Background: an optimization exercise with open tools, aiming at small area. Do not read the settings as production practice. Function not checked in this run: the RTL went through the layout flow alone. Power figures rest on the tool's default switching activity, not on a simulated workload.

==> design.v <==
module lc3_core (
    input  wire        clk,
    input  wire        reset,         
    output wire        mem_req,
    output wire        mem_we,
    output wire [15:0] mem_addr,
    output wire [15:0] mem_wdata,
    input  wire [15:0] mem_rdata,
    input  wire        mem_ready,
    input  wire        kbd_avail,
    input  wire [7:0]  kbd_char,
    output wire        kbd_take,
    output wire        disp_emit,
    output wire [7:0]  disp_char,
    output wire        halted,
    output wire        double_fault
);
    localparam [4:0] S_INIT  = 5'd0,    
                     S_FETCH = 5'd1,    
                     S_DEC   = 5'd2,    
                     S_STD   = 5'd3,    
                     S_ALU   = 5'd4,    
                     S_JMP   = 5'd5,    
                     S_EA    = 5'd6,    
                     S_PTR   = 5'd7,    
                     S_POP1  = 5'd8,    
                     S_POP2  = 5'd9,    
                     S_SWAP  = 5'd10,   
                     S_ENT1  = 5'd11,   
                     S_ENT2  = 5'd12,   
                     S_VEC   = 5'd13,   
                     S_PCT   = 5'd14,   
                     S_INT   = 5'd15,   
                     S_STOP  = 5'd16;
    localparam [1:0] VK_TRAP = 2'd0, VK_PRIV = 2'd1, VK_ILL = 2'd2, VK_INT = 2'd3;
    reg [127:0] gpr;         
    reg [15:0]  pc;          
    reg [15:0]  spo;         
    reg [15:0]  ir;
    reg [15:0]  mar;
    reg [15:0]  t;
    reg [3:0]   bc;
    reg [4:0]   state;
    reg         pend;        
    reg         act;         
    reg         cy;          
    reg         acc;         
    reg [1:0]   vk;
    reg         priv;
    reg [2:0]   prio;
    reg [2:0]   nzp;
    reg         halted_r;
    reg         df_r;
    reg         ie;
    wire first = (bc == 4'd0);
    wire last  = (bc == 4'd15);
    wire [3:0] op = ir[15:12];
    wire op_and = (op == 4'b0101);
    wire op_not = (op == 4'b1001);
    wire op_br  = (op == 4'b0000);
    wire op_jsr = (op == 4'b0100);
    wire op_lea = (op == 4'b1110);
    wire op_rel = op[1] & ~(op[3] & op[2]);                    
    wire op_reg = (op[3:1] == 3'b011);                         
    wire op_load  = (op[1:0] == 2'b10) & (op != 4'b1110);     
    wire op_ind   = (op[3:1] == 3'b101);                       
    wire op_st    = op[1] & op[0];                             
    reg illegal;
    always @(*) begin
        case (op)
            4'b0001, 4'b0101: illegal = (ir[5] == 1'b0) && (ir[4:3] != 2'b00);
            4'b0100:          illegal = (ir[11] == 1'b0) && ((ir[10:9] != 2'b00) || (ir[5:0] != 6'd0));
            4'b1000:          illegal = (ir[11:0] != 12'd0);
            4'b1001:          illegal = (ir[5:0] != 6'b111111);
            4'b1100:          illegal = (ir[11:9] != 3'd0) || (ir[5:0] != 6'd0);
            4'b1101:          illegal = 1'b1;
            4'b1111:          illegal = (ir[11:8] != 4'd0);
            default:          illegal = 1'b0;
        endcase
    end
    wire run = act & ~pend;
    reg [2:0] ri;
    always @(*) begin
        case (state)
            S_STD:   ri = op_st ? ir[11:9] : ir[2:0];
            S_ALU, S_JMP, S_EA: ri = ir[8:6];
            default: ri = 3'd6;
        endcase
    end
    wire g0   = gpr[{ri, 4'd0}];
    wire pc0  = pc[0];
    wire spo0 = spo[0];
    wire t0   = t[0];
    wire imm5  = ir[(bc > 4'd4)  ? 4'd4  : bc];
    wire off6  = ir[(bc > 4'd5)  ? 4'd5  : bc];
    wire off9  = ir[(bc > 4'd8)  ? 4'd8  : bc];
    wire off11 = ir[(bc > 4'd10) ? 4'd10 : bc];
    reg vbit;
    always @(*) begin
        case (vk)
            VK_TRAP: vbit = ~bc[3] & ir[bc[2:0]];
            VK_PRIV: vbit = 1'b0;
            VK_ILL:  vbit = first;
            default: vbit = (bc == 4'd7) | (bc == 4'd8);
        endcase
    end
    reg psrbit;
    always @(*) begin
        case (bc)
            4'd0:  psrbit = nzp[0];
            4'd1:  psrbit = nzp[1];
            4'd2:  psrbit = nzp[2];
            4'd8:  psrbit = prio[0];
            4'd9:  psrbit = prio[1];
            4'd10: psrbit = prio[2];
            4'd15: psrbit = priv;
            default: psrbit = 1'b0;
        endcase
    end
    reg a, b, cin0;
    always @(*) begin
        a = 1'b0; b = 1'b0; cin0 = 1'b0;
        case (state)
            S_INIT:  a = (bc == 4'd12) | (bc == 4'd13);
            S_FETCH: begin a = pc0; cin0 = 1'b1; end
            S_STD:   a = g0;
            S_ALU: begin
                if (op_lea)       begin a = pc0; b = off9; end
                else if (op_load) a = t0;
                else begin a = g0; b = ir[5] ? imm5 : t0; end
            end
            S_JMP: begin
                if (op_br)                begin a = pc0; b = off9; end
                else if (op_jsr & ir[11]) begin a = pc0; b = off11; end
                else                      a = g0;
            end
            S_EA: begin
                if (op_reg) begin a = g0; b = off6; end
                else        begin a = pc0; b = off9; end
            end
            S_PTR, S_PCT: a = t0;
            S_POP1, S_POP2: begin a = g0; cin0 = 1'b1; end
            S_SWAP: a = spo0;
            S_ENT1: begin a = priv ? spo0 : g0; b = 1'b1; end
            S_ENT2: begin a = g0; b = 1'b1; end
            S_VEC:  a = vbit;
            default: ;
        endcase
    end
    wire ci   = first ? cin0 : cy;
    wire sum  = a ^ b ^ ci;
    wire cout = (a & b) | (a & ci) | (b & ci);
    wire res  = (state == S_ALU && op_and) ? (a & b) :
                (state == S_ALU && op_not) ? ~a : sum;
    reg m;
    always @(*) begin
        case (state)
            S_ALU:        m = ~res;                      
            S_EA, S_PTR:  m = (bc < 4'd9) | res;         
            default:      m = first | ~a;                
        endcase
    end
    wire accf = (first | acc) & m;
    wire io_page  = (mar[15:3] == 13'h1FC0) & ~mar[0];
    wire acc_kbsr = io_page & (mar[2:1] == 2'd0);
    wire acc_kbdr = io_page & (mar[2:1] == 2'd1);
    wire acc_dsr  = io_page & (mar[2:1] == 2'd2);
    wire acc_ddr  = io_page & (mar[2:1] == 2'd3);
    wire [15:0] dev_rdata = {(acc_kbsr & kbd_avail) | acc_dsr,
                             acc_kbsr & ie,
                             6'd0,
                             (acc_kbdr & kbd_avail) ? kbd_char : 8'd0};
    wire [15:0] rdata = io_page ? dev_rdata : mem_rdata;
    wire is_wr    = (state == S_ENT2) | (state == S_VEC) | (state == S_INT);
    wire acc_done = pend & (io_page | mem_ready);
    assign mem_req   = pend & ~io_page;
    assign mem_we    = is_wr;
    assign mem_addr  = mar;
    assign mem_wdata = t;
    assign kbd_take  = pend & ~is_wr & acc_kbdr & kbd_avail;
    assign disp_emit = pend & is_wr & acc_ddr;
    assign disp_char = t[7:0];
    assign halted       = halted_r;
    assign double_fault = df_r;
    wire int_req  = kbd_avail & ie & ~prio[2];
    wire br_taken = (ir[11] & nzp[2]) | (ir[10] & nzp[1]) | (ir[9] & nzp[0]);
    reg [7:0] gwe;
    reg       gwd;
    always @(*) begin
        gwe = 8'd0;
        gwd = res;
        if (run) begin
            case (state)
                S_INIT: begin gwe = 8'hFF; gwd = 1'b0; end
                S_ALU:  gwe[ir[11:9]] = 1'b1;
                S_JMP:  if (op_jsr) begin gwe[7] = 1'b1; gwd = pc0; end
                S_POP1, S_POP2, S_ENT1, S_ENT2: gwe[6] = 1'b1;
                S_SWAP: gwe[6] = priv;
                default: ;
            endcase
        end
    end
    wire pc_we  = run & ((state == S_INIT) | (state == S_FETCH) | (state == S_JMP) |
                         (state == S_POP2) | (state == S_PCT));
    wire pc_d   = (state == S_POP2) ? t0 : res;
    wire spo_we = run & ((state == S_INIT) | ((state == S_SWAP) & priv) | ((state == S_ENT1) & priv));
    wire spo_d  = (state == S_INIT) ? res : g0;
    integer k;
    always @(posedge clk) begin
        for (k = 0; k < 8; k = k + 1)
            gpr[16*k +: 16] <= {gwe[k] ? gwd : gpr[16*k], gpr[16*k+1 +: 15]};
        pc  <= {pc_we ? pc_d : pc[0], pc[15:1]};
        spo <= {spo_we ? spo_d : spo[0], spo[15:1]};
    end
    wire mar_sh = run & ((state == S_FETCH) | (state == S_EA) | (state == S_PTR) |
                         (state == S_POP1) | (state == S_POP2) | (state == S_ENT1) |
                         (state == S_ENT2) | (state == S_VEC));
    wire mar_d = ((state == S_FETCH) | (state == S_POP1) | (state == S_POP2)) ? a : res;
    reg  t_d;
    always @(*) begin
        case (state)
            S_ENT1:  t_d = psrbit;
            S_ENT2:  t_d = pc0;
            default: t_d = res;
        endcase
    end
    always @(posedge clk) begin
        if (mar_sh)
            mar <= {mar_d, mar[15:1]};
        if (acc_done && state == S_DEC)
            ir <= rdata;
        if (acc_done && ~is_wr)
            t <= rdata;
        else if (run)
            t <= {t_d, t[15:1]};
        cy  <= cout;
        acc <= accf;
    end
    always @(posedge clk) begin
        if (reset) begin
            bc       <= 4'd0;
            state    <= S_INIT;
            pend     <= 1'b0;
            act      <= 1'b1;
            priv     <= 1'b1;
            prio     <= 3'd0;
            nzp      <= 3'b010;
            halted_r <= 1'b0;
            df_r     <= 1'b0;
            ie       <= 1'b0;
            vk       <= VK_TRAP;
        end else begin
            bc  <= bc + 4'd1;
            act <= last | (act & ~acc_done);
            if (acc_done)
                pend <= 1'b0;
            if (acc_done && is_wr && acc_kbsr)
                ie <= t[14];
            if (acc_done && state == S_SWAP) begin
                priv <= rdata[15];
                prio <= rdata[10:8];
                nzp  <= rdata[2:0];
            end
            if (run && last) begin
                case (state)
                    S_INIT:  state <= S_FETCH;
                    S_FETCH: begin state <= S_DEC; pend <= 1'b1; end
                    S_DEC: begin
                        if (illegal) begin
                            vk <= VK_ILL; state <= S_ENT1;
                        end else if ((op[1:0] == 2'b01) | op_lea)       
                            state <= (ir[5] | op_lea) ? S_ALU : S_STD;
                        else if (op_br)
                            state <= br_taken ? S_JMP : S_INT;
                        else if (op[2:0] == 3'b100)                      
                            state <= S_JMP;
                        else if (op_rel)
                            state <= S_EA;
                        else if (op == 4'b1000) begin
                            if (priv) begin vk <= VK_PRIV; state <= S_ENT1; end
                            else state <= S_POP1;
                        end else begin                                    
                            if (ir[7:0] == 8'h25) begin
                                halted_r <= 1'b1; state <= S_STOP;
                            end else begin
                                vk <= VK_TRAP; state <= S_ENT1;
                            end
                        end
                    end
                    S_STD: begin
                        if (op_st) begin state <= S_INT; pend <= 1'b1; end
                        else state <= S_ALU;
                    end
                    S_ALU: begin
                        nzp   <= {res, accf, ~res & ~accf};
                        state <= S_INT;
                    end
                    S_JMP: state <= S_INT;
                    S_EA, S_PTR: begin
                        if (priv & accf) begin
                            vk <= VK_PRIV; state <= S_ENT1;
                        end else if (op_ind & (state == S_EA)) begin
                            state <= S_PTR; pend <= 1'b1;
                        end else if (op_load) begin
                            state <= S_ALU; pend <= 1'b1;
                        end else
                            state <= S_STD;
                    end
                    S_POP1: begin state <= S_POP2; pend <= 1'b1; end
                    S_POP2: begin state <= S_SWAP; pend <= 1'b1; end
                    S_SWAP: state <= S_INT;
                    S_ENT1: begin
                        if (accf) begin
                            df_r <= 1'b1; state <= S_STOP;
                        end else begin
                            priv <= 1'b0; state <= S_ENT2; pend <= 1'b1;
                        end
                    end
                    S_ENT2: begin
                        if (vk == VK_INT) prio <= 3'd4;
                        state <= S_VEC; pend <= 1'b1;
                    end
                    S_VEC: begin state <= S_PCT; pend <= 1'b1; end
                    S_PCT: state <= (vk == VK_INT) ? S_FETCH : S_INT;
                    S_INT: begin
                        if (int_req) begin vk <= VK_INT; state <= S_ENT1; end
                        else state <= S_FETCH;
                    end
                    default: ;
                endcase
            end
        end
    end
endmodule
==> flow/run.sh <==
#!/bin/bash
# The standard layout (standard.sh: standard synthesis, floorplan, place,
# CTS, route, finish), with two changes made through ORFS's own variables:
#  - the port buffers that global placement inserts use the smallest buffer
#    cell instead of the default clock-delay buffer;
#  - CTS builds the tree from small clock buffers and adds no dummy loads.
# The full output of the flow goes to flow_standard.log; each tool's own logs
# stay under orfs/logs/.
set -euo pipefail
export BUFFER_PORTS_ARGS="-buffer_cell sky130_fd_sc_hd__buf_1"
export CTS_ARGS="-sink_clustering_enable -repair_clock_nets -dont_use_dummy_load -buf_list {sky130_fd_sc_hd__clkbuf_4 sky130_fd_sc_hd__clkbuf_8}"
bash standard.sh > flow_standard.log 2>&1
==> standard.sh <==
#!/bin/bash
# synth_recipe.tcl (not shown) runs the flow's synth.tcl, then flattens the netlist and writes it again
# the make line also repeats each setting of config.mk as NAME=value (left out here)
make -C /OpenROAD-flow-scripts/flow DESIGN_CONFIG=/design/flow/config.mk WORK_HOME=/design/flow/orfs CLKGATE_MAP_FILE= SYNTH_SCRIPT=/design/flow/synth_recipe.tcl "${@:-finish}"
==> config.mk <==
export PLATFORM = sky130hd
export DESIGN_NAME = lc3_core
export DESIGN_NICKNAME = lc3_core
export VERILOG_FILES = /design/flow/design.v
export SDC_FILE = /design/flow/constraint.sdc
export NUM_CORES = 4
export LEC_CHECK = 0
export CAP_MARGIN = 20
export CORE_MARGIN = 2
export CORE_UTILIZATION = 50
export SLEW_MARGIN = 20
==> constraint.sdc <==
create_clock -name core_clock -period 10.0 [get_ports {clk}]
set_input_delay 2.0000 -clock core_clock [delete_from_list [all_inputs] [get_ports {clk}]]
set_output_delay 2.0000 -clock core_clock [all_outputs]
set_load 0.01 [all_outputs]
==> out/metrics.yaml <==
grt-ovfl-total: 0
syn_inst: 798
maxCapViolations: 0
max_slew.worst_pin.slew_ps: 981.1
highest_layer: "met5"
endpoint: "kbd_take"
antenna_found_initial: 1
pin_count: 74
synth_area_per_cell_um2: 10.86
ant_nets: 0
hold_class: "reg2reg"
worst-setup-path-type: "reg2out"
crit_start: "mar[6]"
place_worst_setup_slack_ps: 4911
cts_setup_buffers: 0
hold_violations: 0
async_reset_ff_share_pct: 0
met2WireLength_um: 10370
slew-limit-headroom_pct: 34.50
fin_crit_sh_pct: 53.45
status: "finished clean"
r2r_end: "state[3]"
synth_edf_count: 48
arrival_ps: 3350
clock_sink_count: 233
r2r_slack_ps: 4770
grtUsageTotal_pct: 25.41
cp_max_fo: 22
reg2regPathDepth: 17
die_y_um: 135.7
drc_errors: 0
cellPowerDensity_nw_per_um2: 169.4
fin_tns_setup_ps: 0
wl_met1_um: 10070
netlist_area_um2: 8667
clk_pin_slew_ps: 60
area.growth.synth_to_final_pct: 9.802
dieArea_um2: 18400
fin_worst_skew_ps: 35.71
synth_nets: 836
die-width_um: 135.7
grt_pass1_vias: 6147
cts.repair.resized: 0
grt_max_degree: 28
vias: 6445
cellLeakagePower_uw: 0.003572
vdd_drop_max_uv: 143.2
cts_buffer_depth: 3
drv_slew: 0
clockRootBuffer: "clkbuf_8"
cts_hold_buf: 0
drt_iter0_drc: 764
start_util_pct: 50.64
place_hpwl_um: 16530
numCtsBuffers: 35
io_buffers: 73
post_drt_wl_per_cell_um: 21.19
ys_seq_area_share_pct: 59.36
critPathLaunchType: "flip-flop"
yosysTopAreaCellShare_pct: 42.73
clk_latency_ps: 510
cp.required_ps: 8000
ys.flop_type: "dfxtp_1"
layout.nets: 904
synth-seq-cells: 233
wl_met3_um: 1783
setup_violations: 0
r2r_start: "bc[0]"
gp_congestion: 0.9680
wl_um: 23070
layout-drive-gt1-share_pct: 10.42
yosysWarnings: 1
synthDistinctLibCells: 93
ys_top_cells_by_area: "dfxtp_1 (43%), edfxtp_1 (17%), nand2_1 (3.2%)"
cp-end-kind: "primary output"
num_antenna_cells: 0
setup_ws_ps: 4655
coreArea_um2: 17120
grt_setup_unrepaired: "no"
first_pass_iters: 5
cts_tree: "yes"
grt_pass1_wl_um: 35090
yosysTopAreaCell: "dfxtp_1"
clock.fmax_mhz: 187.1
period_minus_slack_ps: 5345
vias_per_cell: 5.918
htree_levels: 2
num_rows: 48
## worst max-delay path, cell delays in order, from the launching register on
cell and delay, ps:
edfxtp_1 400, or4_4 560, or4_1 910, nor4_4 550, and3b_2 270, buf_1 150
## metrics by stage
stage          total power [uW]  cells  utilization [%]  instance area, um^2  hold WS [ps]
6_report                   1612   1089            55.60                 9517         304.9
5_1_grt                    1668   1089            55.60                 9517         316.5
3_3_place_gp               1018   1054            52.75                 9029         309.8
2_1_floorplan              1006    798                -                 8667         309.6
4_1_cts                    1630   1089            55.60                 9517         304.6
3_5_place_dp               1018   1054            52.79                 9035         312.1
## synth_stat cells, types with 6 or more instances
library cell  number
dfxtp_1          185
nand2_1           73
nor2_1            57
edfxtp_1          48
o21ai_0           31
a21oi_1           30
clkbuf_1          27
inv_1             27
nor3_1            25
nand3_1           24
mux2_2            17
mux2i_1           15
a22o_1            10
and2_1            10
a211oi_1           9
buf_4              9
ha_1               9
nand2b_1           9
nor2b_1            9
a31oi_1            8
buf_2              8
o211ai_1           8
nand3b_1           7
a221oi_1           6
nand4_1            6
or2_2              6
## area by class of cell
class                           instances  area, um^2
Fill cell                            1511        7600
Sequential cell                       233        5145
Multi-Input combinational cell        490        3188
Clock buffer                           35       481.7
Timing Repair Buffer                   79       319.1
Tap cell                              225       281.5
Inverter                               27       101.3
## layout by cell type (no fill, tap or decap), drive strengths merged, types with 4 or more instances in the layout
master / n
or2: 8
inv: 27
buf: 79
nand2: 73
mux2: 17
a311oi: 4
o21a: 4
clkbuf: 35
edfxtp: 48
nand2b: 9
nor4: 6
o211ai: 8
a21o: 4
nand4: 6
a21boi: 4
nor2: 57
o21ai: 36
a22oi: 6
nand3: 25
and2: 10
dfxtp: 185
a221oi: 6
nor3: 28
o31ai: 6
nor2b: 9
a211oi: 10
nand3b: 7
or3: 6
mux2i: 15
a21oi: 30
a22o: 12
or3b: 4
and3: 5
ha: 9
a31oi: 8
## sequential cells by signal, summed over array words and instances, names as in the netlist, 2 cells and up
name   count
ir        16
vk         2
prio       3
nzp        3
mar       16
pc        16
state      5
spo       16
gpr      128
bc         4
t         16
## worst min-delay path by stage
stage / startpoint / to / slack (ps) / cells after the start
2_1_floorplan: gpr[1] / gpr[0] / 310 / 0
3_3_place_gp: gpr[103] / gpr[102] / 310 / 0
3_5_place_dp: gpr[62] / gpr[61] / 310 / 0
4_1_cts: gpr[44] / gpr[43] / 300 / 0
5_1_grt: gpr[82] / gpr[81] / 320 / 0
6_report: gpr[82] / gpr[81] / 300 / 0
## where the power goes
part	total (uW)	internal (uW)	switching, uW
logic	37.8	15.9	21.9
clock network	613	310	303
registers	962	958	4.23
total	1610	1280	329
## layer usage
metal	GRT usage [%]	vias up
met4	9.606	2
met3	6.472	69
met1	35.09	3131
li1	-	3000
met5	0	-
met2	38.64	243
## kinds of logic (layout without fill, tap and decap cells)
kind of cell	Yosys count	in the layout	share of synthesized area [%]
AND/OR/NAND/NOR	268	268	16.08
XOR/XNOR	2	2	0.2021
multiplexers	32	32	3.941
buffers and inverters	75	141	3.985
AO/OA/AOI/OAI	178	178	14.90
adder cells (fa/ha/maj)	10	10	1.530
flip-flops	233	233	59.36

==> separate check: timing with driven ports <==
Ports are ideal in the flow. The routed layout listed here was re-timed in OpenROAD.
Step 1, drivers: a clkbuf_16 drives clk and a buf_2 each remaining input, both assumed.
Step 2 times the ports against the registers' clock, not the clock port: input delays grow and output delays shrink by t, the midpoint of the rising clock arrivals with the driver on.
Slacks: ideal ports / drivers / drivers and shift; pairs: ideal ports / drivers.
t, ns: 0.530
setup WS [ns]: 4.655 / 4.617 / 4.766
slew at the worst register clock pin (ns): 0.06 / 0.06
After both steps this run still meets setup and hold. The setup slack of this run moves by -0.038 ns with the drivers and by +0.111 ns with both steps.
